Background: an optimization exercise with open tools, aiming at small area. Do not read the settings as production practice.
In this exercise RTL edits were held to simulation tests only and were not proved equivalent to the original.
Power figures rest on the tool's default switching activity, not on a simulated workload.

## try-raven
// dcc_packet_core
module dcc_packet_core (
    input  wire         clk,
    input  wire         rst,           
    input  wire         cmd_valid,
    output wire         cmd_ready,
    input  wire [207:0] cmd_word,
    input  wire         cfg_we,
    input  wire         cfg_acc_rev,
    input  wire         pkt_done,      
    output wire [55:0]  tx_frame,      
    output wire [5:0]   tx_len,        
    output wire [3:0]   tx_slot,       
    output reg          rsp_valid,
    output reg  [1:0]   rsp_kind,      
    output wire [3:0]   rsp_slot,
    output wire [6:0]   rsp_speed,
    output wire         rsp_dir,
    output wire [2:0]   rsp_len,
    output wire [47:0]  rsp_bytes,
    output wire [7:0]   rsp_rep
);
    localparam NS = 13;                
    localparam EW = 46;                
    localparam [41:0] IDLE_PK = {8'hFF, 32'h0, 2'd0};    
    reg acc_rev;
    wire        dec_load, dec_rsp, dec_cab;
    wire [1:0]  dec_kind, dec_kc;
    wire [3:0]  dec_slot;
    wire [39:0] dec_payload;
    dcc_cmd_decode u_dec (
        .cmd_word (cmd_word),
        .acc_rev  (acc_rev),
        .do_load  (dec_load),
        .do_rsp   (dec_rsp),
        .rsp_kind (dec_kind),
        .slot     (dec_slot),
        .payload  (dec_payload),
        .kc       (dec_kc),
        .not_raw  (dec_cab)
    );
    reg  [39:0] c_pay;
    reg  [1:0]  c_kc;
    reg  [3:0]  c_slot;
    reg         c_cab;                 
    reg         waiting;               
    reg         last_valid;
    reg  [EW*NS-1:0] ring;
    reg  [3:0]  h;                     
    reg  [3:0]  recycle_reg;           
    reg  [3:0]  max_loaded;
    reg         next_valid;
    reg  [3:0]  next_slot;
    reg         next_rep4;
    reg         cj_run;
    reg  [3:0]  cj_cnt;
    reg         cj_inplace;
    reg         cj_clear;              
    reg  [3:0]  cur;
    reg  [3:0]  rot;
    reg  [2:0]  repeat_left;
  ...
For scale: roughly 740 flip-flops, about 360 I/O pins, about 0.021 mm² of cells after synthesis.
clock: 10.0 ns
lec_check: 0
cap_margin: 20
core_margin: 2
core_utilization: 60
place_density: 0.7
slew_margin: 20
standard.sh (not shown) runs the stock make flow with config.mk's settings and CLKGATE_MAP_FILE= SYNTH_SCRIPT=/design/flow/synth_recipe.tcl, a recipe that flattens the netlist after the stock synthesis.
==> flow/flow/run.sh <==
#!/bin/bash
# Standard ORFS layout (standard.sh), with these changes:
#  - synthesis maps the combinational logic with an area-oriented ABC script,
#    without mapping adders to adder cells first
#    (flow/synth_area.tcl wraps the standard synth_recipe.tcl);
#  - each port gets a sky130_fd_sc_hd__buf_1 buffer (the default picks a larger cell);
#  - clock tree synthesis uses small leaf clusters of one buffer size and
#    inserts no dummy loads.
set -euo pipefail
cd "$(dirname "$0")/.."
export FLOW_WORK="$PWD"
export FLOW_ABC_SCRIPT="$PWD/flow/abc_area.script"
export BUFFER_PORTS_ARGS="-buffer_cell sky130_fd_sc_hd__buf_1"
export CTS_ARGS="-sink_clustering_enable -repair_clock_nets -dont_use_dummy_load -buf_list sky130_fd_sc_hd__clkbuf_4 -sink_clustering_size 10 -sink_clustering_max_diameter 40"
sed "s#SYNTH_SCRIPT=[^ ]*synth_recipe.tcl#SYNTH_SCRIPT=$PWD/flow/synth_area.tcl#" standard.sh > standard_area.sh
grep -q "synth_area.tcl" standard_area.sh
bash standard_area.sh > flow_standard.log 2>&1
==> flow/flow/abc_area.script <==
strash; &get -n; &deepsyn -T 240; &put; dch -f; amap; mfs2; strash; dch -f; amap; topo
==> flow/flow/synth_area.tcl <==
# Standard synthesis (synth_recipe.tcl, unchanged), except that
#  - the ABC call that maps the combinational logic to cells uses the area-oriented
#    script in abc_area.script;
#  - adders are not mapped to half/full adder cells before ABC (no ADDER_MAP_FILE),
#    so ABC maps all of the combinational logic.
# Registers are not touched by either, so they keep the standard synthesis's cells and names.
set ::env(ADDER_MAP_FILE) ""
proc abc {args} {
  set i [lsearch -exact $args -script]
  if {$i >= 0} {
    set args [lreplace $args $i [expr {$i + 1}] -script $::env(FLOW_ABC_SCRIPT)]
  }
  set j [lsearch -exact $args -D]
  if {$j >= 0} {
    set args [lreplace $args $j [expr {$j + 1}]]
  }
  yosys abc {*}$args
}
source $::env(FLOW_WORK)/synth_recipe.tcl
For try-maple, these inputs were changed with respect to try-raven:
--- a/flow/design.v
+++ b/flow/design.v
@@ -178,40 +178,40 @@
     reg  [2:0]  repeat_left;
     reg  [41:0] latch;                 
     reg         eg_wait;               
     reg         eg_run;
     reg         eg_scan;               
     reg  [3:0]  eg_cnt;
     assign cmd_ready = !waiting && !cj_run;
     wire accept = cmd_valid && cmd_ready;
     wire [47:0] tx_bytes_unused;
     dcc_encoder u_tx (
-        .payload  (~latch[41:2]),
-        .kc       (~latch[1:0]),
+        .payload  (latch[41:2]),
+        .kc       (latch[1:0]),
         .bytes    (tx_bytes_unused),
         .frame    (tx_frame),
         .bit_count(tx_len)
     );
     assign tx_slot = cur;
     wire [7:0] rsp_cs = c_pay[39:32] ^ c_pay[31:24] ^ c_pay[23:16] ^ c_pay[15:8] ^ c_pay[7:0];
     assign rsp_bytes = {c_pay[39:24],
                         c_pay[23:16] | ((c_kc == 2'd0) ? rsp_cs : 8'h00),
                         c_pay[15:8]  | (!c_kc[1] ? rsp_cs : 8'h00),
                         c_pay[7:0]   | ((c_kc != 2'd3) ? rsp_cs : 8'h00),
                         rsp_cs};
     wire [7:0] sp_byte = c_kc[0] ? c_pay[23:16] : c_pay[15:8];
     assign rsp_dir   = sp_byte[7];
     assign rsp_speed = (sp_byte[6:1] == 6'd0) ? 7'd0 : sp_byte[6:0] - 7'd1;
     assign rsp_slot  = (rsp_kind == 2'd3) ? 4'd12 : c_slot;
     assign rsp_len   = {c_kc != 2'd0, c_kc[1] ~^ c_kc[0], !c_kc[0]};    
     assign rsp_rep   = {5'd0, c_cab && (c_slot == 4'd0), 2'd0};
-    wire [EW-1:0] hd     = ~ring[EW*NS-1 -: EW];
+    wire [EW-1:0] hd     = ring[EW*NS-1 -: EW];
     wire [3:0]    hd_own = hd[3:0];
     wire          hd_v   = (hd_own != 4'd0);
     wire [41:0]   hd_pk  = hd[45:4];
     wire rel = waiting && !next_valid;
     wire one_shot = (c_slot == 4'd0);
     wire match_prev = hd_v && (hd_own == c_slot);
     wire cj_write   = cj_run && !cj_clear && (cj_inplace ? match_prev : (h == next_slot));
     wire cj_inval   = cj_run && (cj_clear || (!cj_inplace && match_prev));
     wire [EW-1:0] wr_entry = cj_write ? {c_pay, c_kc, c_slot}
                                       : {hd[45:4], cj_inval ? 4'd0 : hd_own};
@@ -228,36 +228,36 @@
     wire       h_first  = (!h_late && cur_late) || ((h_late == cur_late) && lt4(h, cur));
     wire       eg_hit   = eg_run && (eg_scan ? (hd_v && (cur == 4'd15 || h_first))
                                              : (h == cur));
     wire eg_event = (pkt_done && !cj_run) || (eg_wait && !cj_run);
     wire [3:0] rotc = (cur != 4'd0 && cur != 4'd15) ? cur : rot;
     wire r1 = (cur == 4'd0) && (repeat_left != 3'd0);
     wire r2 = !r1 && next_valid;
     wire r3 = !r1 && !next_valid && (max_loaded != 4'd0);
     wire r4 = !r1 && !next_valid && (max_loaded == 4'd0);
     always @(posedge clk) begin
-        ring <= {ring[EW*(NS-1)-1:0], ~wr_entry};
+        ring <= {ring[EW*(NS-1)-1:0], wr_entry};
         if (rst) begin
             h           <= 4'd0;
             acc_rev     <= 1'b0;
             waiting     <= 1'b0;
             last_valid  <= 1'b0;
             recycle_reg <= 4'd0;
             max_loaded  <= 4'd0;
             next_valid  <= 1'b0;
             cj_run      <= 1'b1;
             cj_cnt      <= 4'd0;
             cj_clear    <= 1'b1;
             cur         <= 4'd15;
             rot         <= 4'd0;
             repeat_left <= 3'd0;
-            latch       <= ~IDLE_PK;
+            latch       <= IDLE_PK;
             eg_wait     <= 1'b0;
             eg_run      <= 1'b0;
             rsp_valid   <= 1'b0;
         end else begin
             h <= (h == 4'd12) ? 4'd0 : h + 4'd1;
             rsp_valid <= 1'b0;
             if (cfg_we && cmd_ready)
                 acc_rev <= cfg_acc_rev;
             if (accept) begin
                 if (dec_load) begin
@@ -323,27 +323,27 @@
                         eg_cnt      <= 4'd0;
                     end else if (r3) begin
                         if (!lt4(rotc, max_loaded))
                             rot <= 4'd0;
                         eg_run  <= 1'b1;
                         eg_scan <= 1'b1;
                         eg_cnt  <= 4'd0;
                         cur     <= 4'd15;
                     end else begin
                         cur   <= 4'd15;
-                        latch <= ~IDLE_PK;
+                        latch <= IDLE_PK;
                     end
                 end
             end
             if (eg_run) begin
                 eg_cnt <= eg_cnt + 4'd1;
                 if (eg_cnt == 4'd12)
                     eg_run <= 1'b0;
                 if (eg_hit) begin
-                    latch <= ~hd_pk;
+                    latch <= hd_pk;
                     if (eg_scan)
                         cur <= h;
                 end
             end
         end
     end
 endmodule
Findings:
- try-maple vs try-raven — via count dropped 1.8%.
- Cmp try-maple and try-raven / cell count / higher: try-maple
- Measured against each other, try-maple and try-raven differ in synthesized area per cell, the lower figure coming from try-maple.
- Side by side, synthesized cell count turned out higher in try-maple than in try-raven.
- Compared try-maple vs try-raven, and end-of-flow core utilization is down in try-maple.
- | share of the yosys chip area belonging to registers | try-maple vs try-raven | 0.56 points lower |
- Between try-maple and try-raven, it is try-maple whose global routing usage summed across all routing layers is lower, by 0.27 points.
- Row area growth from synthesis to final layout: try-maple lower / try-raven higher
- Combined buffer and inverter count along the critical path in try-maple is 7 lower than in try-raven
- Diff try-raven -> try-maple | wire length on met3 | increase of 5.9%
- Between try-raven and try-maple, the number of optimization iterations in the first detailed-route pass figures differ only marginally.
- rsp_speed[4] as the capture point of the critical path was reported by try-maple, and c_pay[9]$_DFFE_PP_ by try-raven.
- The worst setup slack of try-maple falls short of that of try-raven by 0.20 ns.
- Across both runs, total power was lower for try-maple than for try-raven.

==> port drivers added, routing unchanged <==
No port has a modelled driver above. Below, the same layouts with a new extraction and two added sets of constraints. Step 1 sets driving cells, clkbuf_16 on the clock port and buf_2 on the other inputs (assumed; they add their load-dependent delay and slew). Step 2 times the ports against the registers' clock, not the clock port: input delays grow and output delays shrink by t, the midpoint of the rising clock arrivals with the driver on. a / b / c = ideal / step 1 / step 2; a / b = the first two.
run | t (ns) | setup slack, ns | hold WS [ns] | latest minus earliest clock arrival (ns) | slew at the worst register clock pin (ns)
try-raven | 0.797 | 4.441 / 4.468 / 3.671 | 0.292 / 0.292 / 0.292 | 0.095 / 0.095 | 0.11 / 0.11
try-maple | 0.786 | 4.242 / 4.190 / 3.636 | 0.280 / 0.280 / 0.280 | 0.122 / 0.122 | 0.11 / 0.11
After both steps setup and hold are still met in every run listed. The setup slack of try-raven, which loses most, moves by +0.027 ns with the drivers and by -0.770 ns with both steps.
